Background: an optimization exercise with open tools, aiming at small area, a short achievable clock period and few clock cycles per item. Do not read the settings as production practice. RTL that was checked went through simulation tests only; none was proved equivalent to the original. For run 1, only the layout was checked, not whether the RTL still works.

==> flow/design.v <==
module therm_rom_l2 (input wire cls, input wire [1:0] p, output wire [17:0] th);
    wire [2:0] a = {cls, p};
    assign th = (a[2] ? (a[1] ? (a[0] ? 18'd10782 : 18'd17379) : 18'd229375) : (a[1] ? (a[0] ? 18'd11152 : 18'd17727) : (a[0] ? 18'd160839 : 18'd229375)));
endmodule
module therm_rom_l3_2_0 (input wire cls, input wire [1:0] p, output wire [17:0] th);
    wire [2:0] a = {cls, p};
    assign th = (a[2] ? (a[1] ? (a[0] ? 18'd11270 : 18'd25103) : 18'd229375) : (a[1] ? (a[0] ? 18'd11737 : 18'd24186) : 18'd229375));
endmodule
module therm_rom_l3_2_1 (input wire cls, input wire [1:0] p, output wire [17:0] th);
    wire [2:0] a = {cls, p};
    assign th = (a[2] ? (a[1] ? (a[0] ? 18'd10501 : 18'd13871) : (a[0] ? 18'd97779 : 18'd229375)) : (a[1] ? (a[0] ? 18'd10790 : 18'd14472) : (a[0] ? 18'd73111 : 18'd229375)));
endmodule
module therm_rom_l4_3_0 (input wire cls, input wire [2:0] p, output wire [17:0] th);
    wire [3:0] a = {cls, p};
    assign th = (a[3] ? (a[2] ? (a[1] ? (a[0] ? 18'd10623 : 18'd11646) : (a[0] ? 18'd15301 : 18'd32279)) : (a[1] ? (a[0] ? 18'd154319 : 18'd229375) : 18'd229375)) : (a[2] ? (a[1] ? (a[0] ? 18'd10950 : 18'd12165) : (a[0] ? 18'd15837 : 18'd29725)) : (a[1] ? (a[0] ? 18'd106207 : 18'd229375) : 18'd229375)));
endmodule
module therm_rom_l4_3_1 (input wire cls, input wire [2:0] p, output wire [17:0] th);
    wire [3:0] a = {cls, p};
    assign th = (a[3] ? (a[2] ? (a[1] ? (a[0] ? 18'd10239 : 18'd10991) : (a[0] ? 18'd12871 : 18'd20455)) : (a[1] ? (a[0] ? 18'd65027 : 18'd229375) : 18'd229375)) : (a[2] ? (a[1] ? (a[0] ? 18'd10662 : 18'd11408) : (a[0] ? 18'd13470 : 18'd20384)) : (a[1] ? (a[0] ? 18'd52469 : 18'd229375) : 18'd229375)));
endmodule
module therm_rom_l5_4_0 (input wire cls, input wire [3:0] p, output wire [17:0] th);
    wire [4:0] a = {cls, p};
    assign th = (a[4] ? (a[3] ? (a[2] ? (a[1] ? (a[0] ? 18'd10239 : 18'd10697) : (a[0] ? 18'd11120 : 18'd11882)) : (a[1] ? (a[0] ? 18'd13328 : 18'd16241) : (a[0] ? 18'd22534 : 18'd37287))) : (a[2] ? (a[1] ? (a[0] ? 18'd79251 : 18'd197311) : 18'd229375) : 18'd229375)) : (a[3] ? (a[2] ? (a[1] ? (a[0] ? 18'd10722 : 18'd11045) : (a[0] ? 18'd11562 : 18'd12426)) : (a[1] ? (a[0] ? 18'd13933 : 18'd16704) : (a[0] ? 18'd22111 : 18'd33427))) : (a[2] ? (a[1] ? (a[0] ? 18'd61613 : 18'd130023) : 18'd229375) : 18'd229375)));
endmodule
module therm_rom_l5_4_1 (input wire cls, input wire [3:0] p, output wire [17:0] th);
    wire [4:0] a = {cls, p};
    assign th = (a[4] ? (a[3] ? (a[2] ? (a[1] ? (a[0] ? 18'd10239 : 18'd10558) : (a[0] ? 18'd10879 : 18'd11443)) : (a[1] ? (a[0] ? 18'd12486 : 18'd14521) : (a[0] ? 18'd18763 : 18'd28293))) : (a[2] ? (a[1] ? (a[0] ? 18'd54023 : 18'd122111) : 18'd229375) : 18'd229375)) : (a[3] ? (a[2] ? (a[1] ? (a[0] ? 18'd10607 : 18'd10865) : (a[0] ? 18'd11272 : 18'd11937)) : (a[1] ? (a[0] ? 18'd13071 : 18'd15101) : (a[0] ? 18'd18941 : 18'd26689))) : (a[2] ? (a[1] ? (a[0] ? 18'd45149 : 18'd87659) : (a[0] ? 18'd201039 : 18'd229375)) : 18'd229375)));
endmodule
module therm_rom_l7_5_00 (input wire cls, input wire [4:0] p, output wire [17:0] th);
    wire [5:0] a = {cls, p};
    assign th = (a[5] ? (a[4] ? (a[3] ? (a[2] ? (a[1] ? (a[0] ? 18'd10239 : 18'd10488) : (a[0] ? 18'd10606 : 18'd10759)) : (a[1] ? (a[0] ? 18'd10962 : 18'd11230) : (a[0] ? 18'd11592 : 18'd12086))) : (a[2] ? (a[1] ? (a[0] ? 18'd12769 : 18'd13727) : (a[0] ? 18'd15093 : 18'd17073)) : (a[1] ? (a[0] ? 18'd19999 : 18'd24408) : (a[0] ? 18'd31197 : 18'd41891)))) : (a[3] ? (a[2] ? (a[1] ? (a[0] ? 18'd62007 : 18'd92671) : (a[0] ? 18'd145383 : 18'd229375)) : 18'd229375) : 18'd229375)) : (a[4] ? (a[3] ? (a[2] ? (a[1] ? (a[0] ? 18'd10647 : 18'd10772) : (a[0] ? 18'd10928 : 18'd11124)) : (a[1] ? (a[0] ? 18'd11372 : 18'd11691) : (a[0] ? 18'd12105 : 18'd12647))) : (a[2] ? (a[1] ? (a[0] ? 18'd13365 : 18'd14329) : (a[0] ? 18'd15642 : 18'd17455)) : (a[1] ? (a[0] ? 18'd19999 : 18'd23631) : (a[0] ? 18'd28910 : 18'd36741)))) : (a[3] ? (a[2] ? (a[1] ? (a[0] ? 18'd50485 : 18'd69979) : (a[0] ? 18'd101131 : 18'd152359)) : 18'd229375) : 18'd229375)));
endmodule
module therm_rom_l7_5_01 (input wire cls, input wire [4:0] p, output wire [17:0] th);
    wire [5:0] a = {cls, p};
    assign th = (a[5] ? (a[4] ? (a[3] ? (a[2] ? (a[1] ? 18'd10239 : (a[0] ? 18'd10573 : 18'd10717)) : (a[1] ? (a[0] ? 18'd10906 : 18'd11156) : (a[0] ? 18'd11491 : 18'd11947))) : (a[2] ? (a[1] ? (a[0] ? 18'd12576 : 18'd13455) : (a[0] ? 18'd14703 : 18'd16505)) : (a[1] ? (a[0] ? 18'd19155 : 18'd23126) : (a[0] ? 18'd29207 : 18'd38731)))) : (a[3] ? (a[2] ? (a[1] ? (a[0] ? 18'd56519 : 18'd83427) : (a[0] ? 18'd129327 : 18'd210207)) : 18'd229375) : 18'd229375)) : (a[4] ? (a[3] ? (a[2] ? (a[1] ? (a[0] ? 18'd10620 : 18'd10738) : (a[0] ? 18'd10885 : 18'd11070)) : (a[1] ? (a[0] ? 18'd11304 : 18'd11604) : (a[0] ? 18'd11991 : 18'd12497))) : (a[2] ? (a[1] ? (a[0] ? 18'd13165 : 18'd14060) : (a[0] ? 18'd15274 : 18'd16944)) : (a[1] ? (a[0] ? 18'd19278 : 18'd22595) : (a[0] ? 18'd27394 : 18'd34475)))) : (a[3] ? (a[2] ? (a[1] ? (a[0] ? 18'd46831 : 18'd64243) : (a[0] ? 18'd91877 : 18'd136991)) : (a[1] ? (a[0] ? 18'd212927 : 18'd229375) : 18'd229375)) : 18'd229375)));
endmodule
module therm_rom_l7_5_10 (input wire cls, input wire [4:0] p, output wire [17:0] th);
    wire [5:0] a = {cls, p};
    assign th = (a[5] ? (a[4] ? (a[3] ? (a[2] ? (a[1] ? 18'd10239 : (a[0] ? 18'd10543 : 18'd10678)) : (a[1] ? (a[0] ? 18'd10853 : 18'd11086) : (a[0] ? 18'd11398 : 18'd11819))) : (a[2] ? (a[1] ? (a[0] ? 18'd12399 : 18'd13206) : (a[0] ? 18'd14347 : 18'd15989)) : (a[1] ? (a[0] ? 18'd18391 : 18'd21973) : (a[0] ? 18'd27429 : 18'd35923)))) : (a[3] ? (a[2] ? (a[1] ? (a[0] ? 18'd51679 : 18'd75339) : (a[0] ? 18'd115383 : 18'd185343)) : 18'd229375) : 18'd229375)) : (a[4] ? (a[3] ? (a[2] ? (a[1] ? (a[0] ? 18'd10594 : 18'd10706) : (a[0] ? 18'd10846 : 18'd11020)) : (a[1] ? (a[0] ? 18'd11240 : 18'd11522) : (a[0] ? 18'd11885 : 18'd12357))) : (a[2] ? (a[1] ? (a[0] ? 18'd12980 : 18'd13811) : (a[0] ? 18'd14934 : 18'd16474)) : (a[1] ? (a[0] ? 18'd18617 : 18'd21650) : (a[0] ? 18'd26018 : 18'd32431)))) : (a[3] ? (a[2] ? (a[1] ? (a[0] ? 18'd43554 : 18'd59131) : (a[0] ? 18'd83687 : 18'd123487)) : (a[1] ? (a[0] ? 18'd189951 : 18'd229375) : 18'd229375)) : 18'd229375)));
endmodule
module therm_rom_l7_5_11 (input wire cls, input wire [4:0] p, output wire [17:0] th);
    wire [5:0] a = {cls, p};
    assign th = (a[5] ? (a[4] ? (a[3] ? (a[2] ? (a[1] ? 18'd10239 : (a[0] ? 18'd10515 : 18'd10641)) : (a[1] ? (a[0] ? 18'd10805 : 18'd11022) : (a[0] ? 18'd11311 : 18'd11701))) : (a[2] ? (a[1] ? (a[0] ? 18'd12236 : 18'd12978) : (a[0] ? 18'd14023 : 18'd15519)) : (a[1] ? (a[0] ? 18'd17699 : 18'd20935) : (a[0] ? 18'd25836 : 18'd33423)))) : (a[3] ? (a[2] ? (a[1] ? (a[0] ? 18'd47403 : 18'd68243) : (a[0] ? 18'd103247 : 18'd163919)) : 18'd229375) : 18'd229375)) : (a[4] ? (a[3] ? (a[2] ? (a[1] ? (a[0] ? 18'd10570 : 18'd10676) : (a[0] ? 18'd10808 : 18'd10973)) : (a[1] ? (a[0] ? 18'd11180 : 18'd11445) : (a[0] ? 18'd11785 : 18'd12227))) : (a[2] ? (a[1] ? (a[0] ? 18'd12807 : 18'd13579) : (a[0] ? 18'd14620 : 18'd16041)) : (a[1] ? (a[0] ? 18'd18011 : 18'd20787) : (a[0] ? 18'd24768 : 18'd30583)))) : (a[3] ? (a[2] ? (a[1] ? (a[0] ? 18'd40611 : 18'd54565) : (a[0] ? 18'd76431 : 18'd111607)) : (a[1] ? (a[0] ? 18'd169903 : 18'd229375) : 18'd229375)) : 18'd229375)));
endmodule
module therm_rom_l6_5_0 (input wire cls, input wire [4:0] p, output wire [17:0] th);
    wire [5:0] a = {cls, p};
    assign th = (a[5] ? (a[4] ? (a[3] ? (a[2] ? (a[1] ? 18'd10239 : (a[0] ? 18'd10589 : 18'd10738)) : (a[1] ? (a[0] ? 18'd10933 : 18'd11192) : (a[0] ? 18'd11541 : 18'd12015))) : (a[2] ? (a[1] ? (a[0] ? 18'd12670 : 18'd13588) : (a[0] ? 18'd14893 : 18'd16783)) : (a[1] ? (a[0] ? 18'd19567 : 18'd23750) : (a[0] ? 18'd30173 : 18'd40264)))) : (a[3] ? (a[2] ? (a[1] ? (a[0] ? 18'd59179 : 18'd87895) : (a[0] ? 18'd137071 : 18'd229375)) : 18'd229375) : 18'd229375)) : (a[4] ? (a[3] ? (a[2] ? (a[1] ? (a[0] ? 18'd10634 : 18'd10755) : (a[0] ? 18'd10906 : 18'd11097)) : (a[1] ? (a[0] ? 18'd11338 : 18'd11647) : (a[0] ? 18'd12047 : 18'd12570))) : (a[2] ? (a[1] ? (a[0] ? 18'd13263 : 18'd14192) : (a[0] ? 18'd15454 : 18'd17195)) : (a[1] ? (a[0] ? 18'd19631 : 18'd23101) : (a[0] ? 18'd28133 : 18'd35579)))) : (a[3] ? (a[2] ? (a[1] ? (a[0] ? 18'd48609 : 18'd67027) : (a[0] ? 18'd96363 : 18'd144423)) : 18'd229375) : 18'd229375)));
endmodule
module therm_rom_l6_5_1 (input wire cls, input wire [4:0] p, output wire [17:0] th);
    wire [5:0] a = {cls, p};
    assign th = (a[5] ? (a[4] ? (a[3] ? (a[2] ? (a[1] ? 18'd10239 : (a[0] ? 18'd10529 : 18'd10659)) : (a[1] ? (a[0] ? 18'd10829 : 18'd11053) : (a[0] ? 18'd11353 : 18'd11759))) : (a[2] ? (a[1] ? (a[0] ? 18'd12316 : 18'd13089) : (a[0] ? 18'd14182 : 18'd15749)) : (a[1] ? (a[0] ? 18'd18037 : 18'd21441) : (a[0] ? 18'd26611 : 18'd34637)))) : (a[3] ? (a[2] ? (a[1] ? (a[0] ? 18'd49475 : 18'd71675) : (a[0] ? 18'd109103 : 18'd174239)) : 18'd229375) : 18'd229375)) : (a[4] ? (a[3] ? (a[2] ? (a[1] ? (a[0] ? 18'd10582 : 18'd10691) : (a[0] ? 18'd10826 : 18'd10996)) : (a[1] ? (a[0] ? 18'd11210 : 18'd11483) : (a[0] ? 18'd11834 : 18'd12291))) : (a[2] ? (a[1] ? (a[0] ? 18'd12892 : 18'd13693) : (a[0] ? 18'd14774 : 18'd16253)) : (a[1] ? (a[0] ? 18'd18308 : 18'd21209) : (a[0] ? 18'd25378 : 18'd31483)))) : (a[3] ? (a[2] ? (a[1] ? (a[0] ? 18'd42043 : 18'd56783) : (a[0] ? 18'd79951 : 18'd117359)) : (a[1] ? (a[0] ? 18'd179583 : 18'd229375) : 18'd229375)) : 18'd229375)));
endmodule
module therm_conv (
    input  wire        clk,
    input  wire        rst,
    input  wire        in_valid,
    output wire        in_ready,
    input  wire [4:0]  in_chan,
    input  wire [15:0] in_rail,
    input  wire [15:0] in_v,
    input  wire [15:0] in_range,
    output wire        out_valid,
    input  wire        out_ready,
    output wire        out_ok,
    output wire [7:0]  out_temp
);
    reg        a_v, a_cls, a_nok, a_vok;
    reg [1:0]  a_e;
    reg [15:0] a_rail, a_d;
    reg        rdy;
    wire       acc = in_valid & rdy;
    always @(posedge clk) begin
        a_v    <= acc & ~rst;
        a_cls  <= (in_chan > 5'd2);
        a_nok  <= (in_range <= 16'd1500);
        a_vok  <= (in_v >= 16'd3000);
        a_e    <= ({3'd0, in_rail} >= {in_v, 3'd0}) ? 2'd3 :
                  ({2'd0, in_rail} >= {in_v, 2'd0}) ? 2'd2 :
                  ({1'd0, in_rail} >= {in_v, 1'd0}) ? 2'd1 : 2'd0;
        a_rail <= in_rail;
        a_d    <= in_v;
    end
    wire [16:0] b_df  = {1'b0, a_rail} - {1'b0, a_d};
    wire        b_okn = a_nok & a_vok & ~b_df[16] & (b_df[15:0] >= 16'd3000);
    reg        b_v, b_cls, b_ok;
    reg [1:0]  b_e;
    reg [20:0] b_r25;
    reg [15:0] b_d;
    always @(posedge clk) begin
        b_v   <= a_v & ~rst;
        b_cls <= a_cls;
        b_ok  <= b_okn;
        b_r25 <= {1'b0, a_rail, 4'd0} + {2'b0, a_rail, 3'd0} + {5'd0, a_rail};
        b_e   <= a_e;
        b_d   <= a_d;
    end
    wire [25:0] c_mm = {b_r25, 4'd0} + {1'b0, b_r25, 3'd0} + {5'd0, b_r25};
    reg        c_v, c_cls, c_ok;
    reg [1:0]  c_e;
    reg [28:0] c_m;            
    reg [15:0] c_d;
    always @(posedge clk) begin
        c_v   <= b_v & ~rst;
        c_cls <= b_cls;
        c_ok  <= b_ok;
        case (b_e)
            2'd3:    c_m <= {3'd0, c_mm};
            2'd2:    c_m <= {2'd0, c_mm, 1'd0};
            2'd1:    c_m <= {1'd0, c_mm, 2'd0};
            default: c_m <= {c_mm, 3'd0};
        endcase
        c_e   <= b_e;
        c_d   <= b_ok ? b_d : 16'd0;    
    end
    wire [16:0] d0_r = {2'd0, c_m[28:14]};
    wire [14:0] d0_x = {c_m[13:0], 1'd0};
    wire [15:0] d0_d = c_d;
    wire [1:0]  d0_e = c_e;
    wire        d0_cls = c_cls, d0_v = c_v;
    wire [16:0] s0_t  = {d0_r[15:0], d0_x[14]};
    wire        s0_ad = d0_r[16];     
    wire [16:0] s0_r  = s0_t + ({1'b0, d0_d} ^ {17{~s0_ad}}) + {16'd0, ~s0_ad};
    wire [14:0] s0_x  = {d0_x[13:0], ~s0_r[16]};
    reg  [16:0] p0_r; reg [15:0] p0_d; reg [14:0] p0_x; reg [1:0] p0_e; reg p0_cls, p0_v;
    always @(posedge clk) begin p0_r <= s0_r; p0_d <= d0_d; p0_x <= s0_x; p0_e <= d0_e; p0_cls <= d0_cls; p0_v <= d0_v & ~rst; end
    wire [16:0] s1_t  = {p0_r[15:0], p0_x[14]};
    wire        s1_ad = p0_r[16];     
    wire [16:0] s1_r  = s1_t + ({1'b0, p0_d} ^ {17{~s1_ad}}) + {16'd0, ~s1_ad};
    wire [14:0] s1_x  = {p0_x[13:0], ~s1_r[16]};
    reg  [16:0] p1_r; reg [15:0] p1_d; reg [14:0] p1_x; reg [1:0] p1_e; reg p1_cls, p1_v;
    always @(posedge clk) begin p1_r <= s1_r; p1_d <= p0_d; p1_x <= s1_x; p1_e <= p0_e; p1_cls <= p0_cls; p1_v <= p0_v & ~rst; end
    wire [16:0] s2_t  = {p1_r[15:0], p1_x[14]};
    wire        s2_ad = p1_r[16];     
    wire [16:0] s2_r  = s2_t + ({1'b0, p1_d} ^ {17{~s2_ad}}) + {16'd0, ~s2_ad};
    wire [14:0] s2_x  = {p1_x[13:0], ~s2_r[16]};
    reg  [16:0] p2_r; reg [15:0] p2_d; reg [14:0] p2_x; reg [1:0] p2_e; reg p2_cls, p2_v;
    always @(posedge clk) begin p2_r <= s2_r; p2_d <= p1_d; p2_x <= s2_x; p2_e <= p1_e; p2_cls <= p1_cls; p2_v <= p1_v & ~rst; end
    wire [16:0] s3_t  = {p2_r[15:0], p2_x[14]};
    wire        s3_ad = p2_r[16];     
    wire [16:0] s3_r  = s3_t + ({1'b0, p2_d} ^ {17{~s3_ad}}) + {16'd0, ~s3_ad};
    wire [14:0] s3_x  = {p2_x[13:0], ~s3_r[16]};
    reg  [16:0] p3_r; reg [15:0] p3_d; reg [14:0] p3_x; reg [1:0] p3_e; reg p3_cls, p3_v;
    always @(posedge clk) begin p3_r <= s3_r; p3_d <= p2_d; p3_x <= s3_x; p3_e <= p2_e; p3_cls <= p2_cls; p3_v <= p2_v & ~rst; end
    wire [16:0] s4_t  = {p3_r[15:0], p3_x[14]};
    wire        s4_ad = p3_r[16];     
    wire [16:0] s4_r  = s4_t + ({1'b0, p3_d} ^ {17{~s4_ad}}) + {16'd0, ~s4_ad};
    wire [14:0] s4_x  = {p3_x[13:0], ~s4_r[16]};
    reg  [16:0] p4_r; reg [15:0] p4_d; reg [14:0] p4_x; reg [1:0] p4_e; reg p4_cls, p4_v;
    always @(posedge clk) begin p4_r <= s4_r; p4_d <= p3_d; p4_x <= s4_x; p4_e <= p3_e; p4_cls <= p3_cls; p4_v <= p3_v & ~rst; end
    wire [16:0] s5_t  = {p4_r[15:0], p4_x[14]};
    wire        s5_ad = p4_r[16];     
    wire [16:0] s5_r  = s5_t + ({1'b0, p4_d} ^ {17{~s5_ad}}) + {16'd0, ~s5_ad};
    wire [14:0] s5_x  = {p4_x[13:0], ~s5_r[16]};
    reg  [16:0] p5_r; reg [15:0] p5_d; reg [14:0] p5_x; reg [1:0] p5_e; reg p5_cls, p5_v;
    always @(posedge clk) begin p5_r <= s5_r; p5_d <= p4_d; p5_x <= s5_x; p5_e <= p4_e; p5_cls <= p4_cls; p5_v <= p4_v & ~rst; end
    wire [16:0] s6_t  = {p5_r[15:0], p5_x[14]};
    wire        s6_ad = p5_r[16];     
    wire [16:0] s6_r  = s6_t + ({1'b0, p5_d} ^ {17{~s6_ad}}) + {16'd0, ~s6_ad};
    wire [14:0] s6_x  = {p5_x[13:0], ~s6_r[16]};
    reg  [16:0] p6_r; reg [15:0] p6_d; reg [14:0] p6_x; reg [1:0] p6_e; reg p6_cls, p6_v;
    always @(posedge clk) begin p6_r <= s6_r; p6_d <= p5_d; p6_x <= s6_x; p6_e <= p5_e; p6_cls <= p5_cls; p6_v <= p5_v & ~rst; end
    wire [16:0] s7_t  = {p6_r[15:0], p6_x[14]};
    wire        s7_ad = p6_r[16];     
    wire [16:0] s7_r  = s7_t + ({1'b0, p6_d} ^ {17{~s7_ad}}) + {16'd0, ~s7_ad};
    wire [14:0] s7_x  = {p6_x[13:0], ~s7_r[16]};
    reg  [16:0] p7_r; reg [15:0] p7_d; reg [14:0] p7_x; reg [1:0] p7_e; reg p7_cls, p7_v;
    always @(posedge clk) begin p7_r <= s7_r; p7_d <= p6_d; p7_x <= s7_x; p7_e <= p6_e; p7_cls <= p6_cls; p7_v <= p6_v & ~rst; end
    wire [16:0] s8_t  = {p7_r[15:0], p7_x[14]};
    wire        s8_ad = p7_r[16];     
    wire [16:0] s8_r  = s8_t + ({1'b0, p7_d} ^ {17{~s8_ad}}) + {16'd0, ~s8_ad};
    wire [14:0] s8_x  = {p7_x[13:0], ~s8_r[16]};
    reg  [16:0] p8_r; reg [15:0] p8_d; reg [14:0] p8_x; reg [1:0] p8_e; reg p8_cls, p8_v;
    always @(posedge clk) begin p8_r <= s8_r; p8_d <= p7_d; p8_x <= s8_x; p8_e <= p7_e; p8_cls <= p7_cls; p8_v <= p7_v & ~rst; end
    wire [16:0] s9_t  = {p8_r[15:0], p8_x[14]};
    wire        s9_ad = p8_r[16];     
    wire [16:0] s9_r  = s9_t + ({1'b0, p8_d} ^ {17{~s9_ad}}) + {16'd0, ~s9_ad};
    wire [14:0] s9_x  = {p8_x[13:0], ~s9_r[16]};
    reg  [16:0] p9_r; reg [15:0] p9_d; reg [14:0] p9_x; reg [1:0] p9_e; reg p9_cls, p9_v;
    always @(posedge clk) begin p9_r <= s9_r; p9_d <= p8_d; p9_x <= s9_x; p9_e <= p8_e; p9_cls <= p8_cls; p9_v <= p8_v & ~rst; end
    wire [16:0] s10_t  = {p9_r[15:0], p9_x[14]};
    wire        s10_ad = p9_r[16];     
    wire [16:0] s10_r  = s10_t + ({1'b0, p9_d} ^ {17{~s10_ad}}) + {16'd0, ~s10_ad};
    wire [14:0] s10_x  = {p9_x[13:0], ~s10_r[16]};
    reg  [16:0] p10_r; reg [15:0] p10_d; reg [14:0] p10_x; reg [1:0] p10_e; reg p10_cls, p10_v;
    always @(posedge clk) begin p10_r <= s10_r; p10_d <= p9_d; p10_x <= s10_x; p10_e <= p9_e; p10_cls <= p9_cls; p10_v <= p9_v & ~rst; end
    wire [16:0] s11_t  = {p10_r[15:0], p10_x[14]};
    wire        s11_ad = p10_r[16];     
    wire [16:0] s11_r  = s11_t + ({1'b0, p10_d} ^ {17{~s11_ad}}) + {16'd0, ~s11_ad};
    wire [14:0] s11_x  = {p10_x[13:0], ~s11_r[16]};
    reg  [16:0] p11_r; reg [15:0] p11_d; reg [14:0] p11_x; reg [1:0] p11_e; reg p11_cls, p11_v;
    always @(posedge clk) begin p11_r <= s11_r; p11_d <= p10_d; p11_x <= s11_x; p11_e <= p10_e; p11_cls <= p10_cls; p11_v <= p10_v & ~rst; end
    wire [16:0] s12_t  = {p11_r[15:0], p11_x[14]};
    wire        s12_ad = p11_r[16];     
    wire [16:0] s12_r  = s12_t + ({1'b0, p11_d} ^ {17{~s12_ad}}) + {16'd0, ~s12_ad};
    wire [14:0] s12_x  = {p11_x[13:0], ~s12_r[16]};
    reg  [16:0] p12_r; reg [15:0] p12_d; reg [14:0] p12_x; reg [1:0] p12_e; reg p12_cls, p12_v;
    always @(posedge clk) begin p12_r <= s12_r; p12_d <= p11_d; p12_x <= s12_x; p12_e <= p11_e; p12_cls <= p11_cls; p12_v <= p11_v & ~rst; end
    wire [16:0] s13_t  = {p12_r[15:0], p12_x[14]};
    wire        s13_ad = p12_r[16];     
    wire [16:0] s13_r  = s13_t + ({1'b0, p12_d} ^ {17{~s13_ad}}) + {16'd0, ~s13_ad};
    wire [14:0] s13_x  = {p12_x[13:0], ~s13_r[16]};
    reg  [16:0] p13_r; reg [15:0] p13_d; reg [14:0] p13_x; reg [1:0] p13_e; reg p13_cls, p13_v;
    always @(posedge clk) begin p13_r <= s13_r; p13_d <= p12_d; p13_x <= s13_x; p13_e <= p12_e; p13_cls <= p12_cls; p13_v <= p12_v & ~rst; end
    wire [16:0] s14_t  = {p13_r[15:0], p13_x[14]};
    wire        s14_ad = p13_r[16];     
    wire [16:0] s14_r  = s14_t + ({1'b0, p13_d} ^ {17{~s14_ad}}) + {16'd0, ~s14_ad};
    wire [14:0] s14_x  = {p13_x[13:0], ~s14_r[16]};
    reg  [14:0] p14_x; reg [1:0] p14_e; reg p14_ok, p14_cls, p14_v;
    always @(posedge clk) begin p14_x <= s14_x; p14_e <= p13_e; p14_ok <= (p13_d != 16'd0); p14_cls <= p13_cls; p14_v <= p13_v & ~rst; end
    wire [14:0] qn = p14_x;
    wire [1:0]  qe = p14_e;
    wire [17:0] q  = {3'd0, qn} << qe;    
    wire        q_ok = p14_ok, q_cls = p14_cls, q_v = p14_v;
    wire [2:0] e0_le;
    assign e0_le[0] = ({3'd0, qn} <= (q_cls ? (qe[1] ? (qe[0] ? 18'd5681 : 18'd11363) : (qe[0] ? 18'd22726 : 18'd45453)) : (qe[1] ? (qe[0] ? 18'd4906 : 18'd9813) : (qe[0] ? 18'd19626 : 18'd39253))));
    assign e0_le[1] = ({3'd0, qn} <= (q_cls ? (qe[1] ? (qe[0] ? 18'd28671 : 18'd57343) : (qe[0] ? 18'd114687 : 18'd229375)) : (qe[1] ? (qe[0] ? 18'd28671 : 18'd57343) : (qe[0] ? 18'd114687 : 18'd229375))));
    assign e0_le[2] = ({3'd0, qn} <= (q_cls ? (qe[1] ? (qe[0] ? 18'd1519 : 18'd3039) : (qe[0] ? 18'd6079 : 18'd12159)) : (qe[1] ? (qe[0] ? 18'd1590 : 18'd3181) : (qe[0] ? 18'd6362 : 18'd12725))));
    wire [1:0] e0_b;
    assign e0_b[1] = e0_le[0];
    assign e0_b[0] = (e0_b[1] ? e0_le[2] : e0_le[1]);
    wire [17:0] e0_tn;
    therm_rom_l2 u_l2 (.cls(q_cls), .p(e0_b), .th(e0_tn));
    reg [17:0] f0_q, f0_t; reg [1:0] f0_p; reg f0_ok, f0_cls, f0_v;
    always @(posedge clk) begin f0_q <= q; f0_t <= e0_tn; f0_p <= e0_b; f0_ok <= q_ok; f0_cls <= q_cls; f0_v <= q_v & ~rst; end
    wire        e1_b = (f0_q <= f0_t);
    wire [17:0] e1_t0;
    therm_rom_l3_2_0 u_l3_2_0 (.cls(f0_cls), .p(f0_p), .th(e1_t0));
    wire [17:0] e1_t1;
    therm_rom_l3_2_1 u_l3_2_1 (.cls(f0_cls), .p(f0_p), .th(e1_t1));
    reg [17:0] f1_q, f1_t; reg [2:0] f1_p; reg f1_ok, f1_cls, f1_v;
    always @(posedge clk) begin f1_q <= f0_q; f1_t <= e1_b ? e1_t1 : e1_t0; f1_p <= {f0_p, e1_b}; f1_ok <= f0_ok; f1_cls <= f0_cls; f1_v <= f0_v & ~rst; end
    wire        e2_b = (f1_q <= f1_t);
    wire [17:0] e2_t0;
    therm_rom_l4_3_0 u_l4_3_0 (.cls(f1_cls), .p(f1_p), .th(e2_t0));
    wire [17:0] e2_t1;
    therm_rom_l4_3_1 u_l4_3_1 (.cls(f1_cls), .p(f1_p), .th(e2_t1));
    reg [17:0] f2_q, f2_t; reg [3:0] f2_p; reg f2_ok, f2_cls, f2_v;
    always @(posedge clk) begin f2_q <= f1_q; f2_t <= e2_b ? e2_t1 : e2_t0; f2_p <= {f1_p, e2_b}; f2_ok <= f1_ok; f2_cls <= f1_cls; f2_v <= f1_v & ~rst; end
    wire        e3_b = (f2_q <= f2_t);
    wire [17:0] e3_t0;
    therm_rom_l5_4_0 u_l5_4_0 (.cls(f2_cls), .p(f2_p), .th(e3_t0));
    wire [17:0] e3_t1;
    therm_rom_l5_4_1 u_l5_4_1 (.cls(f2_cls), .p(f2_p), .th(e3_t1));
    reg [17:0] f3_q, f3_t; reg [4:0] f3_p; reg f3_ok, f3_cls, f3_v;
    always @(posedge clk) begin f3_q <= f2_q; f3_t <= e3_b ? e3_t1 : e3_t0; f3_p <= {f2_p, e3_b}; f3_ok <= f2_ok; f3_cls <= f2_cls; f3_v <= f2_v & ~rst; end
    wire        e4_b = (f3_q <= f3_t);
    wire [17:0] e4_s0;
    therm_rom_l7_5_00 u_l7_5_00 (.cls(f3_cls), .p(f3_p), .th(e4_s0));
    wire [17:0] e4_s1;
    therm_rom_l7_5_01 u_l7_5_01 (.cls(f3_cls), .p(f3_p), .th(e4_s1));
    wire [17:0] e4_s2;
    therm_rom_l7_5_10 u_l7_5_10 (.cls(f3_cls), .p(f3_p), .th(e4_s2));
    wire [17:0] e4_s3;
    therm_rom_l7_5_11 u_l7_5_11 (.cls(f3_cls), .p(f3_p), .th(e4_s3));
    wire [17:0] e4_t0;
    therm_rom_l6_5_0 u_l6_5_0 (.cls(f3_cls), .p(f3_p), .th(e4_t0));
    wire [17:0] e4_t1;
    therm_rom_l6_5_1 u_l6_5_1 (.cls(f3_cls), .p(f3_p), .th(e4_t1));
    reg [17:0] f4_q, f4_t; reg [5:0] f4_p; reg f4_ok, f4_cls, f4_v;
    always @(posedge clk) begin f4_q <= f3_q; f4_t <= e4_b ? e4_t1 : e4_t0; f4_p <= {f3_p, e4_b}; f4_ok <= f3_ok; f4_cls <= f3_cls; f4_v <= f3_v & ~rst; end
    reg [17:0] f4_t7a, f4_t7b;    
    always @(posedge clk) begin f4_t7a <= e4_b ? e4_s2 : e4_s0; f4_t7b <= e4_b ? e4_s3 : e4_s1; end
    wire        e5_b = (f4_q <= f4_t);
    reg [17:0] f5_q, f5_t; reg [6:0] f5_p; reg f5_ok, f5_cls, f5_v;
    always @(posedge clk) begin f5_q <= f4_q; f5_t <= e5_b ? f4_t7b : f4_t7a; f5_p <= {f4_p, e5_b}; f5_ok <= f4_ok; f5_cls <= f4_cls; f5_v <= f4_v & ~rst; end
    wire        e6_b = (f5_q <= f5_t);
    wire [7:0] f6_p = {f5_p, e6_b};
    wire       f6_ok = f5_ok, f6_v = f5_v;
    wire        e_v = f6_v;
    wire [7:0]  e_d = f6_ok ? (f6_p ^ 8'h80) : 8'h80;
    reg  [7:0]  mem [0:24];
    reg  [4:0]  wp, rp;
    reg         fne;       
    reg         ov;
    reg  [8:0]  od;
    reg  [4:0]  cnt;     
    wire [7:0]  md   = mem[rp];
    wire        mok  = (md != 8'h80);
    wire [8:0]  hd   = fne ? {mok, mok ? md : 8'h00} : {f6_ok, f6_ok ? (f6_p ^ 8'h80) : 8'h00};
    wire        hv   = fne | e_v;
    wire        ld   = ~ov | out_ready;
    wire        pop  = ld & hv;
    wire        dlv  = ov & out_ready;
    wire [4:0]  wp1 = (wp == 5'd24) ? 5'd0 : wp + 1'b1;
    wire [4:0]  rp1 = (rp == 5'd24) ? 5'd0 : rp + 1'b1;
    always @(posedge clk) begin
        if (e_v) mem[wp] <= e_d;
        if (ld) od <= hd;
        if (rst) begin
            wp <= 0; rp <= 0; fne <= 1'b0; ov <= 1'b0; cnt <= 0; rdy <= 1'b1;
        end else begin
            if (e_v) wp <= wp1;
            if (pop) rp <= rp1;
            if (e_v & ~pop) fne <= 1'b1;
            else if (pop & ~e_v) fne <= (rp1 != wp);
            if (ld) ov <= hv;
            case ({acc, dlv})
                2'b10:   begin cnt <= cnt + 1'b1; rdy <= (cnt + 1 < 26); end
                2'b01:   begin cnt <= cnt - 1'b1; rdy <= (cnt - 1 < 26); end
                default: rdy <= (cnt < 26);
            endcase
        end
    end
    assign in_ready  = rdy;
    assign out_valid = ov;
    assign out_ok    = od[8];
    assign out_temp  = od[7:0];
endmodule
==> flow/flow/run.sh <==
#!/bin/bash
# Layout flow: the standard flow (standard.sh), with timing repair aiming
# below the clock period (a larger setup-slack margin), so that the achieved
# period shrinks.  Each tool's full output is in the ORFS logs under orfs/logs;
# make's own output goes to flow_make.log.
set -euo pipefail
export SETUP_SLACK_MARGIN=6.8
bash ./standard.sh finish > flow_make.log 2>&1
==> flow/standard.sh <==
#!/bin/bash
# synth_recipe.tcl (not shown) runs the flow's synth.tcl, then flattens the netlist and writes it again
# the make line also repeats each setting of config.mk as NAME=value (left out here)
make -C /OpenROAD-flow-scripts/flow DESIGN_CONFIG=/design/flow/config.mk WORK_HOME=/design/flow/orfs CLKGATE_MAP_FILE= SYNTH_SCRIPT=/design/flow/synth_recipe.tcl "${@:-finish}"
==> flow/config.mk <==
export PLATFORM = sky130hd
export DESIGN_NAME = therm_conv
export DESIGN_NICKNAME = therm_conv
export VERILOG_FILES = /design/flow/design.v
export SDC_FILE = /design/flow/constraint.sdc
export NUM_CORES = 4
export LEC_CHECK = 0
export CAP_MARGIN = 20
export CORE_MARGIN = 2
export CORE_UTILIZATION = 65
export CTS_BUF_LIST = sky130_fd_sc_hd__clkbuf_16
export CTS_CLUSTER_DIAMETER = 60
export CTS_CLUSTER_SIZE = 24
export SLEW_MARGIN = 20
export SYNTH_MEMORY_MAX_BITS = 16384
==> flow/constraint.sdc <==
create_clock -name core_clock -period 10.0 [get_ports {clk}]
set_input_delay 2.0000 -clock core_clock [delete_from_list [all_inputs] [get_ports {clk}]]
set_output_delay 2.0000 -clock core_clock [all_outputs]
set_load 0.01 [all_outputs]
==> impl_results.md, run 1 <==
* Status: failed layout checks
* Violated checks: antenna violations
* Die ar. at 95920 um2
* Synth unique cells at between 70 and 80
* DRC viols at 0
* Max H-tree Level at 3
* Core area at 92910 um2
* Main synth FF type: dfxtp_1
* Metal-1 WL at about 62000 um
* Mapped Nets at about 6400
* Final-stage net count at 6463
* Via density at 6.032
* Startpoint of the worst hold path: p8_x[7]$_DFF_P_
* Share of layout cells above drive strength 1 at 0.1136
* Util after Layout at 0.7304
* Ys Warns at 1
* Grt total ovfl at 0
* First-pass GRT wire length at between 200000 and 250000 um
* Starting Density at 0.6539
* FF-to-FF setup slack at 6.66 ns
* Clock root cell: clkbuf_16
* RD Place Congestion at 1.046
* Synth Register Bits at 1384
* Cell Rows at 112
* HP Class: register to register
* Hold_buf cts at 0
* Final setup viols at 0
* Unrepaired setup endpoints after global routing: true
* Longest Clk Path Bufs at 3
* Antenna Nets Post-Route at 1
* HPWL Detailed at 100300 um
* GRT Resource Usage Total at 0.3022
* CP endpoint kind: register
* Reg2reg end: c_m[26]$_DFF_P_
* Tcrit/Tclk final at 0.3337
* Die width at about 310 um
* Average wire per standard cell at 20.44 um
* # IOs at 68
* Max_cap viols at 0
* Element type at the critical path start: register
* Filler Cell Count at 6571
* CTS tree: done
* Mapped Area at about 61000 um2
* Slowest cell on crit path: fa_1
* Vias in the first global route at 42050
* Max-slew headroom at 0.2791
* Hold path depth at 0
* Sequential share of the synthesized area at 0.4905
* Cell count after synthesis at 5740
* Initial antenna violation count at 5
* Worst Path Buf+Inv at 1
* Initial drt markers at between 4000 and 5000
* Worst EP arrival at about 4 ns
* IO Port Bufs at 67
* Clock transition at path regs at 0.09 ns
* Syn Area/Cell at 10.58 um2
* Worst skew pair latency at 0.73 ns
* Clk sinks at about 1400
* Post-synth ARST share at 0
* Slew Limit Fails at 0
* Reg2Reg Depth at 12
* Biggest register: mem
* First-pass detailed-route iteration total at 6
* RR Startpoint: b_r25[2]$_DFF_P_
* Max reg flops at 200
* Vias post-DR at ~43000
* Critical path required time at 10.57 ns
* Chip Height at 309.7 um
* Crit path max fanout at 4
* Final setup TNS at 0 ns
* Top sig layer: met5
* Routed wire length at between 100000 and 150000 um
* Crit path cell chain: fa_1 -> buf_4 -> fa_2 -> a211o_1 -> o211ai_1 -> a211oi_2 -> nor3b_2 -> o31ai_2 -> mux2_4 -> o21a_1 -> a21oi_2 -> mux2i_1
* Number of synthesized flops with an enable pin at roughly 210
* Worst-margin pin slew at 1.081 ns
* Clock skew at 0.02622 ns
* Largest net degree at the start of global routing at 84
* Cts bufs inserted at 93
* Slowest stage delay, CP at 0.49 ns
* Area grow syn2layout at 11.70%
* Met2 routed WL at between 60000 and 70000 um
* Delay-heaviest family, CP: compound AO/OA/AOI/OAI gates
* Hold Vio Cnt, Final at 0
* Top Registers: mem: 200 flops, c_m: 29 flops, b_r25: 21 flops
* Placed insts at 6903
* Kind of critical path: register to register
* Minimum clock period at 3.337 ns
* Routed wl met3 at 10110 um
* Post-Layout Cell Count at 7166
* Worst Hold End: p9_x[8]$_DFF_P_
* Fmax at 299.6 MHz
[Yosys cell counts, drive strengths merged, types with 98 or more instances]
cell / number / area (um2)
dfxtp: 1175 / 23520
clkbuf: 171 / 641.9
nand3: 98 / 490.5
nor2: 367 / 1378
o21ai: 320 / 1602
xnor2: 373 / 3267
inv: 307 / 1152
ha: 528 / 6606
nand2: 314 / 1179
edfxtp: 209 / 6276
a21oi: 358 / 1792
nor3: 122 / 610.6
a21o: 106 / 795.8
[layer usage]
metal	up-vias	track usage
met4	2	0.1184
li1	20590	-
met5	-	0
met3	385	0.05328
met2	1556	0.4962
met1	20690	0.3983
[stage by stage]
step	setup slack (ns)	hold WS (ns)	cell area [um2]
6_report	6.663	0.3162	67860
4_1_cts	6.657	0.3184	66830
3_3_place_gp	5.347	0.3098	62790
3_5_place_dp	5.378	0.3121	62790
2_1_floorplan	6.292	0.3095	60960
5_1_grt	6.575	0.3230	67850
[timing repair]
action	CTS	global route
endpoints found under the setup margin	118	147
setup buffers	33	50
gates cloned	4	0
resized for setup	202	178
pin swaps	35	65
[layout make-up]
| type | count | area (um2) | share of cell area |
|---|---|---|---|
| multi-input cells | 3834 | 29920 | 0.4409 |
| flip-flops and latches | 1384 | 29860 | 0.4400 |
| clock inverters | 77 | 1012 | 0.01492 |
| inverters | 312 | 1206 | 0.01777 |
| well taps | 1254 | 1569 | 0.02312 |
| clock buffers | 93 | 2327 | 0.03429 |
| repair buffers | 206 | 1953 | 0.02878 |
| diodes | 6 | 15.01 | 0.0002213 |
[cells by family after synthesis]
kind of cell,Yosys count,synth area share
xor+xnor,454,0.06545
buf+inv,522,0.03246
compound gates,1322,0.1390
mux,196,0.04758
flops,1384,0.4905
simple gates,1287,0.1008
fa+ha+maj,575,0.1242
[worst reg2reg max path, cell delays in order, from the launching register on]
cell and delay, ns:
dfxtp_4 0.37, fa_1 0.49, buf_4 0.16, fa_2 0.41, a211o_1 0.31, o211ai_1 0.16
a211oi_2 0.16, nor3b_2 0.30, o31ai_2 0.12, mux2_4 0.32, o21a_1 0.18, a21oi_2 0.13
mux2i_1 0.10
[worst max-delay path by stage]
stage | startpoint | to | depth (start not counted)
2_1_floorplan | in_v[1] | a_e[0]$_SDFF_PP1_ | 11
3_5_place_dp | in_v[1] | a_e[0]$_SDFF_PP1_ | 12
4_1_cts | od[3]$_DFFE_PP_ | out_temp[3] | 1
6_report | b_r25[2]$_DFF_P_ | c_m[26]$_DFF_P_ | 12
5_1_grt | b_r25[2]$_DFF_P_ | c_m[26]$_DFF_P_ | 12
3_3_place_gp | in_v[1] | a_e[0]$_SDFF_PP1_ | 12
[cell usage in the layout (no fill, tap or decap), types with 28 or more instances in the layout]
cell type and n:
a211oi_1 62, a21o_1 106, a21oi_1 329, a21oi_2 28, a311oi_1 29, a31oi_1 52, and2_1 70, and3_1 34
buf_4 107, clkbuf_16 93, clkdlybuf4s50_1 31, dfxtp_1 1148, edfxtp_1 209, fa_1 43, ha_1 502, inv_1 296
mux2_2 61, mux2i_1 63, mux4_2 68, nand2_1 309, nand2b_1 68, nand3_1 98, nand4_1 42, nor2_1 360
nor2b_1 85, nor3_1 113, o211ai_1 36, o21a_1 71, o21ai_0 293, or3_1 28, xnor2_1 368, xor2_1 79
==> inputs of run 2 (changes only) <==
--- a/flow/design.v
+++ b/flow/design.v
@@ -26,22 +26,6 @@
     wire [4:0] a = {cls, p};
     assign th = (a[4] ? (a[3] ? (a[2] ? (a[1] ? (a[0] ? 18'd10239 : 18'd10558) : (a[0] ? 18'd10879 : 18'd11443)) : (a[1] ? (a[0] ? 18'd12486 : 18'd14521) : (a[0] ? 18'd18763 : 18'd28293))) : (a[2] ? (a[1] ? (a[0] ? 18'd54023 : 18'd122111) : 18'd229375) : 18'd229375)) : (a[3] ? (a[2] ? (a[1] ? (a[0] ? 18'd10607 : 18'd10865) : (a[0] ? 18'd11272 : 18'd11937)) : (a[1] ? (a[0] ? 18'd13071 : 18'd15101) : (a[0] ? 18'd18941 : 18'd26689))) : (a[2] ? (a[1] ? (a[0] ? 18'd45149 : 18'd87659) : (a[0] ? 18'd201039 : 18'd229375)) : 18'd229375)));
 endmodule
-module therm_rom_l7_5_00 (input wire cls, input wire [4:0] p, output wire [17:0] th);
-    wire [5:0] a = {cls, p};
-    assign th = (a[5] ? (a[4] ? (a[3] ? (a[2] ? (a[1] ? (a[0] ? 18'd10239 : 18'd10488) : (a[0] ? 18'd10606 : 18'd10759)) : (a[1] ? (a[0] ? 18'd10962 : 18'd11230) : (a[0] ? 18'd11592 : 18'd12086))) : (a[2] ? (a[1] ? (a[0] ? 18'd12769 : 18'd13727) : (a[0] ? 18'd15093 : 18'd17073)) : (a[1] ? (a[0] ? 18'd19999 : 18'd24408) : (a[0] ? 18'd31197 : 18'd41891)))) : (a[3] ? (a[2] ? (a[1] ? (a[0] ? 18'd62007 : 18'd92671) : (a[0] ? 18'd145383 : 18'd229375)) : 18'd229375) : 18'd229375)) : (a[4] ? (a[3] ? (a[2] ? (a[1] ? (a[0] ? 18'd10647 : 18'd10772) : (a[0] ? 18'd10928 : 18'd11124)) : (a[1] ? (a[0] ? 18'd11372 : 18'd11691) : (a[0] ? 18'd12105 : 18'd12647))) : (a[2] ? (a[1] ? (a[0] ? 18'd13365 : 18'd14329) : (a[0] ? 18'd15642 : 18'd17455)) : (a[1] ? (a[0] ? 18'd19999 : 18'd23631) : (a[0] ? 18'd28910 : 18'd36741)))) : (a[3] ? (a[2] ? (a[1] ? (a[0] ? 18'd50485 : 18'd69979) : (a[0] ? 18'd101131 : 18'd152359)) : 18'd229375) : 18'd229375)));
-endmodule
-module therm_rom_l7_5_01 (input wire cls, input wire [4:0] p, output wire [17:0] th);
-    wire [5:0] a = {cls, p};
-    assign th = (a[5] ? (a[4] ? (a[3] ? (a[2] ? (a[1] ? 18'd10239 : (a[0] ? 18'd10573 : 18'd10717)) : (a[1] ? (a[0] ? 18'd10906 : 18'd11156) : (a[0] ? 18'd11491 : 18'd11947))) : (a[2] ? (a[1] ? (a[0] ? 18'd12576 : 18'd13455) : (a[0] ? 18'd14703 : 18'd16505)) : (a[1] ? (a[0] ? 18'd19155 : 18'd23126) : (a[0] ? 18'd29207 : 18'd38731)))) : (a[3] ? (a[2] ? (a[1] ? (a[0] ? 18'd56519 : 18'd83427) : (a[0] ? 18'd129327 : 18'd210207)) : 18'd229375) : 18'd229375)) : (a[4] ? (a[3] ? (a[2] ? (a[1] ? (a[0] ? 18'd10620 : 18'd10738) : (a[0] ? 18'd10885 : 18'd11070)) : (a[1] ? (a[0] ? 18'd11304 : 18'd11604) : (a[0] ? 18'd11991 : 18'd12497))) : (a[2] ? (a[1] ? (a[0] ? 18'd13165 : 18'd14060) : (a[0] ? 18'd15274 : 18'd16944)) : (a[1] ? (a[0] ? 18'd19278 : 18'd22595) : (a[0] ? 18'd27394 : 18'd34475)))) : (a[3] ? (a[2] ? (a[1] ? (a[0] ? 18'd46831 : 18'd64243) : (a[0] ? 18'd91877 : 18'd136991)) : (a[1] ? (a[0] ? 18'd212927 : 18'd229375) : 18'd229375)) : 18'd229375)));
-endmodule
-module therm_rom_l7_5_10 (input wire cls, input wire [4:0] p, output wire [17:0] th);
-    wire [5:0] a = {cls, p};
-    assign th = (a[5] ? (a[4] ? (a[3] ? (a[2] ? (a[1] ? 18'd10239 : (a[0] ? 18'd10543 : 18'd10678)) : (a[1] ? (a[0] ? 18'd10853 : 18'd11086) : (a[0] ? 18'd11398 : 18'd11819))) : (a[2] ? (a[1] ? (a[0] ? 18'd12399 : 18'd13206) : (a[0] ? 18'd14347 : 18'd15989)) : (a[1] ? (a[0] ? 18'd18391 : 18'd21973) : (a[0] ? 18'd27429 : 18'd35923)))) : (a[3] ? (a[2] ? (a[1] ? (a[0] ? 18'd51679 : 18'd75339) : (a[0] ? 18'd115383 : 18'd185343)) : 18'd229375) : 18'd229375)) : (a[4] ? (a[3] ? (a[2] ? (a[1] ? (a[0] ? 18'd10594 : 18'd10706) : (a[0] ? 18'd10846 : 18'd11020)) : (a[1] ? (a[0] ? 18'd11240 : 18'd11522) : (a[0] ? 18'd11885 : 18'd12357))) : (a[2] ? (a[1] ? (a[0] ? 18'd12980 : 18'd13811) : (a[0] ? 18'd14934 : 18'd16474)) : (a[1] ? (a[0] ? 18'd18617 : 18'd21650) : (a[0] ? 18'd26018 : 18'd32431)))) : (a[3] ? (a[2] ? (a[1] ? (a[0] ? 18'd43554 : 18'd59131) : (a[0] ? 18'd83687 : 18'd123487)) : (a[1] ? (a[0] ? 18'd189951 : 18'd229375) : 18'd229375)) : 18'd229375)));
-endmodule
-module therm_rom_l7_5_11 (input wire cls, input wire [4:0] p, output wire [17:0] th);
-    wire [5:0] a = {cls, p};
-    assign th = (a[5] ? (a[4] ? (a[3] ? (a[2] ? (a[1] ? 18'd10239 : (a[0] ? 18'd10515 : 18'd10641)) : (a[1] ? (a[0] ? 18'd10805 : 18'd11022) : (a[0] ? 18'd11311 : 18'd11701))) : (a[2] ? (a[1] ? (a[0] ? 18'd12236 : 18'd12978) : (a[0] ? 18'd14023 : 18'd15519)) : (a[1] ? (a[0] ? 18'd17699 : 18'd20935) : (a[0] ? 18'd25836 : 18'd33423)))) : (a[3] ? (a[2] ? (a[1] ? (a[0] ? 18'd47403 : 18'd68243) : (a[0] ? 18'd103247 : 18'd163919)) : 18'd229375) : 18'd229375)) : (a[4] ? (a[3] ? (a[2] ? (a[1] ? (a[0] ? 18'd10570 : 18'd10676) : (a[0] ? 18'd10808 : 18'd10973)) : (a[1] ? (a[0] ? 18'd11180 : 18'd11445) : (a[0] ? 18'd11785 : 18'd12227))) : (a[2] ? (a[1] ? (a[0] ? 18'd12807 : 18'd13579) : (a[0] ? 18'd14620 : 18'd16041)) : (a[1] ? (a[0] ? 18'd18011 : 18'd20787) : (a[0] ? 18'd24768 : 18'd30583)))) : (a[3] ? (a[2] ? (a[1] ? (a[0] ? 18'd40611 : 18'd54565) : (a[0] ? 18'd76431 : 18'd111607)) : (a[1] ? (a[0] ? 18'd169903 : 18'd229375) : 18'd229375)) : 18'd229375)));
-endmodule
 module therm_rom_l6_5_0 (input wire cls, input wire [4:0] p, output wire [17:0] th);
     wire [5:0] a = {cls, p};
     assign th = (a[5] ? (a[4] ? (a[3] ? (a[2] ? (a[1] ? 18'd10239 : (a[0] ? 18'd10589 : 18'd10738)) : (a[1] ? (a[0] ? 18'd10933 : 18'd11192) : (a[0] ? 18'd11541 : 18'd12015))) : (a[2] ? (a[1] ? (a[0] ? 18'd12670 : 18'd13588) : (a[0] ? 18'd14893 : 18'd16783)) : (a[1] ? (a[0] ? 18'd19567 : 18'd23750) : (a[0] ? 18'd30173 : 18'd40264)))) : (a[3] ? (a[2] ? (a[1] ? (a[0] ? 18'd59179 : 18'd87895) : (a[0] ? 18'd137071 : 18'd229375)) : 18'd229375) : 18'd229375)) : (a[4] ? (a[3] ? (a[2] ? (a[1] ? (a[0] ? 18'd10634 : 18'd10755) : (a[0] ? 18'd10906 : 18'd11097)) : (a[1] ? (a[0] ? 18'd11338 : 18'd11647) : (a[0] ? 18'd12047 : 18'd12570))) : (a[2] ? (a[1] ? (a[0] ? 18'd13263 : 18'd14192) : (a[0] ? 18'd15454 : 18'd17195)) : (a[1] ? (a[0] ? 18'd19631 : 18'd23101) : (a[0] ? 18'd28133 : 18'd35579)))) : (a[3] ? (a[2] ? (a[1] ? (a[0] ? 18'd48609 : 18'd67027) : (a[0] ? 18'd96363 : 18'd144423)) : 18'd229375) : 18'd229375)));
@@ -50,6 +34,14 @@
     wire [5:0] a = {cls, p};
     assign th = (a[5] ? (a[4] ? (a[3] ? (a[2] ? (a[1] ? 18'd10239 : (a[0] ? 18'd10529 : 18'd10659)) : (a[1] ? (a[0] ? 18'd10829 : 18'd11053) : (a[0] ? 18'd11353 : 18'd11759))) : (a[2] ? (a[1] ? (a[0] ? 18'd12316 : 18'd13089) : (a[0] ? 18'd14182 : 18'd15749)) : (a[1] ? (a[0] ? 18'd18037 : 18'd21441) : (a[0] ? 18'd26611 : 18'd34637)))) : (a[3] ? (a[2] ? (a[1] ? (a[0] ? 18'd49475 : 18'd71675) : (a[0] ? 18'd109103 : 18'd174239)) : 18'd229375) : 18'd229375)) : (a[4] ? (a[3] ? (a[2] ? (a[1] ? (a[0] ? 18'd10582 : 18'd10691) : (a[0] ? 18'd10826 : 18'd10996)) : (a[1] ? (a[0] ? 18'd11210 : 18'd11483) : (a[0] ? 18'd11834 : 18'd12291))) : (a[2] ? (a[1] ? (a[0] ? 18'd12892 : 18'd13693) : (a[0] ? 18'd14774 : 18'd16253)) : (a[1] ? (a[0] ? 18'd18308 : 18'd21209) : (a[0] ? 18'd25378 : 18'd31483)))) : (a[3] ? (a[2] ? (a[1] ? (a[0] ? 18'd42043 : 18'd56783) : (a[0] ? 18'd79951 : 18'd117359)) : (a[1] ? (a[0] ? 18'd179583 : 18'd229375) : 18'd229375)) : 18'd229375)));
 endmodule
+module therm_rom_l7_6_0 (input wire cls, input wire [5:0] p, output wire [17:0] th);
+    wire [6:0] a = {cls, p};
+    assign th = (a[6] ? (a[5] ? (a[4] ? (a[3] ? (a[2] ? (a[1] ? 18'd10239 : (a[0] ? 18'd10239 : 18'd10488)) : (a[1] ? (a[0] ? 18'd10543 : 18'd10606) : (a[0] ? 18'd10678 : 18'd10759))) : (a[2] ? (a[1] ? (a[0] ? 18'd10853 : 18'd10962) : (a[0] ? 18'd11086 : 18'd11230)) : (a[1] ? (a[0] ? 18'd11398 : 18'd11592) : (a[0] ? 18'd11819 : 18'd12086)))) : (a[3] ? (a[2] ? (a[1] ? (a[0] ? 18'd12399 : 18'd12769) : (a[0] ? 18'd13206 : 18'd13727)) : (a[1] ? (a[0] ? 18'd14347 : 18'd15093) : (a[0] ? 18'd15989 : 18'd17073))) : (a[2] ? (a[1] ? (a[0] ? 18'd18391 : 18'd19999) : (a[0] ? 18'd21973 : 18'd24408)) : (a[1] ? (a[0] ? 18'd27429 : 18'd31197) : (a[0] ? 18'd35923 : 18'd41891))))) : (a[4] ? (a[3] ? (a[2] ? (a[1] ? (a[0] ? 18'd51679 : 18'd62007) : (a[0] ? 18'd75339 : 18'd92671)) : (a[1] ? (a[0] ? 18'd115383 : 18'd145383) : (a[0] ? 18'd185343 : 18'd229375))) : 18'd229375) : 18'd229375)) : (a[5] ? (a[4] ? (a[3] ? (a[2] ? (a[1] ? (a[0] ? 18'd10594 : 18'd10647) : (a[0] ? 18'd10706 : 18'd10772)) : (a[1] ? (a[0] ? 18'd10846 : 18'd10928) : (a[0] ? 18'd11020 : 18'd11124))) : (a[2] ? (a[1] ? (a[0] ? 18'd11240 : 18'd11372) : (a[0] ? 18'd11522 : 18'd11691)) : (a[1] ? (a[0] ? 18'd11885 : 18'd12105) : (a[0] ? 18'd12357 : 18'd12647)))) : (a[3] ? (a[2] ? (a[1] ? (a[0] ? 18'd12980 : 18'd13365) : (a[0] ? 18'd13811 : 18'd14329)) : (a[1] ? (a[0] ? 18'd14934 : 18'd15642) : (a[0] ? 18'd16474 : 18'd17455))) : (a[2] ? (a[1] ? (a[0] ? 18'd18617 : 18'd19999) : (a[0] ? 18'd21650 : 18'd23631)) : (a[1] ? (a[0] ? 18'd26018 : 18'd28910) : (a[0] ? 18'd32431 : 18'd36741))))) : (a[4] ? (a[3] ? (a[2] ? (a[1] ? (a[0] ? 18'd43554 : 18'd50485) : (a[0] ? 18'd59131 : 18'd69979)) : (a[1] ? (a[0] ? 18'd83687 : 18'd101131) : (a[0] ? 18'd123487 : 18'd152359))) : (a[2] ? (a[1] ? (a[0] ? 18'd189951 : 18'd229375) : 18'd229375) : 18'd229375)) : 18'd229375)));
+endmodule
+module therm_rom_l7_6_1 (input wire cls, input wire [5:0] p, output wire [17:0] th);
+    wire [6:0] a = {cls, p};
+    assign th = (a[6] ? (a[5] ? (a[4] ? (a[3] ? (a[2] ? 18'd10239 : (a[1] ? (a[0] ? 18'd10515 : 18'd10573) : (a[0] ? 18'd10641 : 18'd10717))) : (a[2] ? (a[1] ? (a[0] ? 18'd10805 : 18'd10906) : (a[0] ? 18'd11022 : 18'd11156)) : (a[1] ? (a[0] ? 18'd11311 : 18'd11491) : (a[0] ? 18'd11701 : 18'd11947)))) : (a[3] ? (a[2] ? (a[1] ? (a[0] ? 18'd12236 : 18'd12576) : (a[0] ? 18'd12978 : 18'd13455)) : (a[1] ? (a[0] ? 18'd14023 : 18'd14703) : (a[0] ? 18'd15519 : 18'd16505))) : (a[2] ? (a[1] ? (a[0] ? 18'd17699 : 18'd19155) : (a[0] ? 18'd20935 : 18'd23126)) : (a[1] ? (a[0] ? 18'd25836 : 18'd29207) : (a[0] ? 18'd33423 : 18'd38731))))) : (a[4] ? (a[3] ? (a[2] ? (a[1] ? (a[0] ? 18'd47403 : 18'd56519) : (a[0] ? 18'd68243 : 18'd83427)) : (a[1] ? (a[0] ? 18'd103247 : 18'd129327) : (a[0] ? 18'd163919 : 18'd210207))) : 18'd229375) : 18'd229375)) : (a[5] ? (a[4] ? (a[3] ? (a[2] ? (a[1] ? (a[0] ? 18'd10570 : 18'd10620) : (a[0] ? 18'd10676 : 18'd10738)) : (a[1] ? (a[0] ? 18'd10808 : 18'd10885) : (a[0] ? 18'd10973 : 18'd11070))) : (a[2] ? (a[1] ? (a[0] ? 18'd11180 : 18'd11304) : (a[0] ? 18'd11445 : 18'd11604)) : (a[1] ? (a[0] ? 18'd11785 : 18'd11991) : (a[0] ? 18'd12227 : 18'd12497)))) : (a[3] ? (a[2] ? (a[1] ? (a[0] ? 18'd12807 : 18'd13165) : (a[0] ? 18'd13579 : 18'd14060)) : (a[1] ? (a[0] ? 18'd14620 : 18'd15274) : (a[0] ? 18'd16041 : 18'd16944))) : (a[2] ? (a[1] ? (a[0] ? 18'd18011 : 18'd19278) : (a[0] ? 18'd20787 : 18'd22595)) : (a[1] ? (a[0] ? 18'd24768 : 18'd27394) : (a[0] ? 18'd30583 : 18'd34475))))) : (a[4] ? (a[3] ? (a[2] ? (a[1] ? (a[0] ? 18'd40611 : 18'd46831) : (a[0] ? 18'd54565 : 18'd64243)) : (a[1] ? (a[0] ? 18'd76431 : 18'd91877) : (a[0] ? 18'd111607 : 18'd136991))) : (a[2] ? (a[1] ? (a[0] ? 18'd169903 : 18'd212927) : 18'd229375) : 18'd229375)) : 18'd229375)));
+endmodule
 module therm_conv (
     input  wire        clk,
     input  wire        rst,
@@ -244,25 +236,19 @@
     reg [17:0] f3_q, f3_t; reg [4:0] f3_p; reg f3_ok, f3_cls, f3_v;
     always @(posedge clk) begin f3_q <= f2_q; f3_t <= e3_b ? e3_t1 : e3_t0; f3_p <= {f2_p, e3_b}; f3_ok <= f2_ok; f3_cls <= f2_cls; f3_v <= f2_v & ~rst; end
     wire        e4_b = (f3_q <= f3_t);
-    wire [17:0] e4_s0;
-    therm_rom_l7_5_00 u_l7_5_00 (.cls(f3_cls), .p(f3_p), .th(e4_s0));
-    wire [17:0] e4_s1;
-    therm_rom_l7_5_01 u_l7_5_01 (.cls(f3_cls), .p(f3_p), .th(e4_s1));
-    wire [17:0] e4_s2;
-    therm_rom_l7_5_10 u_l7_5_10 (.cls(f3_cls), .p(f3_p), .th(e4_s2));
-    wire [17:0] e4_s3;
-    therm_rom_l7_5_11 u_l7_5_11 (.cls(f3_cls), .p(f3_p), .th(e4_s3));
     wire [17:0] e4_t0;
     therm_rom_l6_5_0 u_l6_5_0 (.cls(f3_cls), .p(f3_p), .th(e4_t0));
     wire [17:0] e4_t1;
     therm_rom_l6_5_1 u_l6_5_1 (.cls(f3_cls), .p(f3_p), .th(e4_t1));
     reg [17:0] f4_q, f4_t; reg [5:0] f4_p; reg f4_ok, f4_cls, f4_v;
     always @(posedge clk) begin f4_q <= f3_q; f4_t <= e4_b ? e4_t1 : e4_t0; f4_p <= {f3_p, e4_b}; f4_ok <= f3_ok; f4_cls <= f3_cls; f4_v <= f3_v & ~rst; end
-    reg [17:0] f4_t7a, f4_t7b;    
-    always @(posedge clk) begin f4_t7a <= e4_b ? e4_s2 : e4_s0; f4_t7b <= e4_b ? e4_s3 : e4_s1; end
     wire        e5_b = (f4_q <= f4_t);
+    wire [17:0] e5_t0;
+    therm_rom_l7_6_0 u_l7_6_0 (.cls(f4_cls), .p(f4_p), .th(e5_t0));
+    wire [17:0] e5_t1;
+    therm_rom_l7_6_1 u_l7_6_1 (.cls(f4_cls), .p(f4_p), .th(e5_t1));
     reg [17:0] f5_q, f5_t; reg [6:0] f5_p; reg f5_ok, f5_cls, f5_v;
-    always @(posedge clk) begin f5_q <= f4_q; f5_t <= e5_b ? f4_t7b : f4_t7a; f5_p <= {f4_p, e5_b}; f5_ok <= f4_ok; f5_cls <= f4_cls; f5_v <= f4_v & ~rst; end
+    always @(posedge clk) begin f5_q <= f4_q; f5_t <= e5_b ? e5_t1 : e5_t0; f5_p <= {f4_p, e5_b}; f5_ok <= f4_ok; f5_cls <= f4_cls; f5_v <= f4_v & ~rst; end
     wire        e6_b = (f5_q <= f5_t);
     wire [7:0] f6_p = {f5_p, e6_b};
     wire       f6_ok = f5_ok, f6_v = f5_v;
==> impl_results.md, run 2 <==
* WHS at 0.3177 ns (+0.001553 ns)
* DRC viols at 0 (unchanged)
* GRT Resource Usage Total at 0.2713 (-0.03093)
* Vias post-DR at 42150 (-2.5%)
* CTS tree: done
* Slew Limit Fails at 0 (unchanged)
* Placed insts at 6959 (+0.81%)
* Top Registers: mem: 200 flops, c_m: 29 flops, b_r25: 21 flops
* Initial drt markers at 3426 (-19%)
* Antenna Nets Post-Route at 0 (-1)
* Longest Clk Path Bufs at 3 (unchanged)
* Element type at the critical path start: register
* Syn Area/Cell at 10.45 um2 (-1.2%)
* Max reg flops at 200 (unchanged)
* Area grow syn2layout at 10.09%
* Largest net degree at the start of global routing at 74 (-12%)
* Most frequent cell after synthesis: dfxtp_1
* Starting Density at 0.6537 (about the same)
* Post-synthesis adder-cell area fraction at 0.1265 (+0.002258)
* First-pass GRT wire length at 210500 um (-8.5%)
* Mux cell area share after synthesis at 0.04709 (-0.0004817)
* Worst-margin pin slew at 1.045 ns (-0.03608 ns)
* HPWL Detailed at 91650 um (-8.6%)
* Number of synthesized flops with an enable pin at 209 (unchanged)
* Synth top cells by count: dfxtp_1, ha_1, nor2_1
* Number of diodes at 0 (-6)
* Status: no timing/DRC/antenna violations
* Clock transition at path regs at 0.09 ns (about the same)
* Share of layout cells above drive strength 1 at 0.09740 (-0.01621)
* Clock skew at 0.03159 ns (+0.005368 ns)
* Synth Register Bits at 1351 (-2.4%)
* Mapped Area at 60730 um2 (about the same)
* Max-slew headroom at 0.3032 (+0.02405)
* Final setup viols at 0 (unchanged)
* RD Place Congestion at 0.9623 (-8.0%)
* IO Port Bufs at 67 (unchanged)
* Kind of critical path: register to register
* Clk sinks at 1351 (-2.4%)
* Unrepaired setup endpoints after global routing: true
* Hold Vio Cnt, Final at 0 (unchanged)
* Die width at 309.7 um (about the same)
* Critical path required time at 10.55 ns (-0.02 ns)
* Xor and xnor area share after synthesis at 0.06763 (+0.002181)
* Post-synth ARST share at 0 (unchanged)
* Clock root cell: clkbuf_16
* Final setup TNS at 0 ns (unchanged)
* Cell Rows at 112 (unchanged)
* Routed wire length at 130600 um (-11%)
* Average wire per standard cell at 18.20 um (-11%)
* Synth unique cells at 94 (+27%)
* Leading cell type in the layout, fill and taps excluded: dfxtp_1
* Final-stage net count at 6499 (+0.56%)
* Ranking of synthesized cells by area: dfxtp_1, ha_1, edfxtp_1
* Chip Height at 309.7 um (about the same)
* Synth area leader: dfxtp_1
* Main combinational cell family by area after synthesis: compound AO/OA/AOI/OAI gates
* Cell count after synthesis at 5811 (+1.2%)
* Main synth FF type: dfxtp_1
* Fmax at 307.7 MHz (+2.7%)
* Ys Warns at 1 (unchanged)
* Most frequent cells in the layout: dfxtp_1, ha_1, nor2_1, xnor2_1, a21oi_1
* Yosys top cell area share at 0.3764 (-0.01077)
* Compound-Gate Fraction of Synth Area at 0.1396 (+0.0006346)
* Final worst slack at 6.750 ns (+0.08709 ns)
* Post-synthesis simple-gate area fraction at 0.1059 (+0.005054)
* Mapped Nets at 6453 (+1.3%)
* Worst skew pair latency at 0.70 ns (-0.03 ns)
* CP endpoint kind: register
==> run 2: changes by cell type in the layout (fill, tap and decap cells not counted), sizes merged, moves of 25 or more <==
cell,delta
nand2,+49
buf,-37
dfxtp,-33
mux2i,+33
mux2,-28
nor2,+26
a211oi,-25
==> run 2: worst paths after layout <==
path | startpoint | to | slack, ns | cells past startpoint
min reg2reg | p9_e[1]$_DFF_P_ | p10_e[1]$_DFF_P_ | 0.32 | 0
min | p9_e[1]$_DFF_P_ | p10_e[1]$_DFF_P_ | 0.32 | 0
max reg2reg | b_r25[6]$_DFF_P_ | c_m[26]$_DFF_P_ | 6.75 | 11
max | b_r25[6]$_DFF_P_ | c_m[26]$_DFF_P_ | 6.75 | 11
==> run 2: critical path, cell delays in order (launching register included) <==
cell and delay [ns]:
dfxtp_2 0.36, fa_1 0.48, ha_2 0.20, or3_4 0.40, or2_1 0.23, o21bai_2 0.18, o211ai_2 0.13, a221o_2 0.43
o31ai_4 0.26, and2b_4 0.23, o21ai_2 0.12, mux2i_1 0.09
==> run 2: cells by family after synthesis <==
group                    Yosys count
AO/OA/AOI/OAI                   1317
XOR/XNOR                         469
adder cells (fa/ha/maj)          586
buffers and inverters            532
flip-flops                      1351
multiplexers                     199
AND/OR/NAND/NOR                 1357
==> run 2: per-stage QoR <==
step | utilization | cell area (um2)
final | 0.7196 | 66860
after global placement | 0.6739 | 62610
after CTS | 0.7123 | 66180
after floorplan | - | 60890
after detailed placement | 0.6739 | 62610
after global routing | 0.7196 | 66860
==> run 2: metal layers <==
| metal | global-route usage | wire length, um | vias to the layer above |
|---|---|---|---|
| met4 | 0.08636 | 3868 | 2 |
| met5 | 0 | 13 | - |
| li1 | - | - | 20640 |
| met3 | 0.03757 | 7433 | 263 |
| met2 | 0.4654 | 63100 | 1207 |
| met1 | 0.3549 | 56190 | 20040 |
==> run 2: cell type report <==
cell class,count,area [um2]
flip-flops and latches,1351,29200
fillers,6782,26050
well taps,1254,1569
repair buffers,170,1508
clock buffers,89,2227
inverters,318,1221
clock inverters,68,927.1
multi-input cells,3928,30200
==> run 2: repair_timing <==
item,4_1_cts,5_1_grt
gates resized for setup,179,103
pin swaps,32,26
setup endpoints to repair,117,87
hold buffers,0,0
cloned,1,0
buffers inserted,22,38
Testbench counts of run 2, summed over its fixed seeds: cycles 1,800, items 1,600.

what the ideal ports hide:
The flow's constraints put no driver on any port. The routed layouts listed below were extracted and timed again, unchanged, in two steps.
Step 1: set_driving_cell puts a clkbuf_16 on clk and a buf_2 on each other input, an assumption about the parent block.
Step 2 times the ports against the registers' clock, not the clock port: input delays grow and output delays shrink by t, the midpoint of the rising clock arrivals with the driver on.
a / b / c = no drivers / after step 1 / after step 2; a / b = the first two.
run	t (ns)	setup slack, ns	latest minus earliest clock arrival (ns)	worst slew at a driven data input, ns
run 1	0.780	6.663 / 6.621 / 6.006	0.028 / 0.027	0.06
run 2	0.750	6.750 / 6.685 / 6.059	0.035 / 0.034	0.06
The setup slack of run 2, which loses most, moves by -0.065 ns with the drivers and by -0.691 ns with both steps.
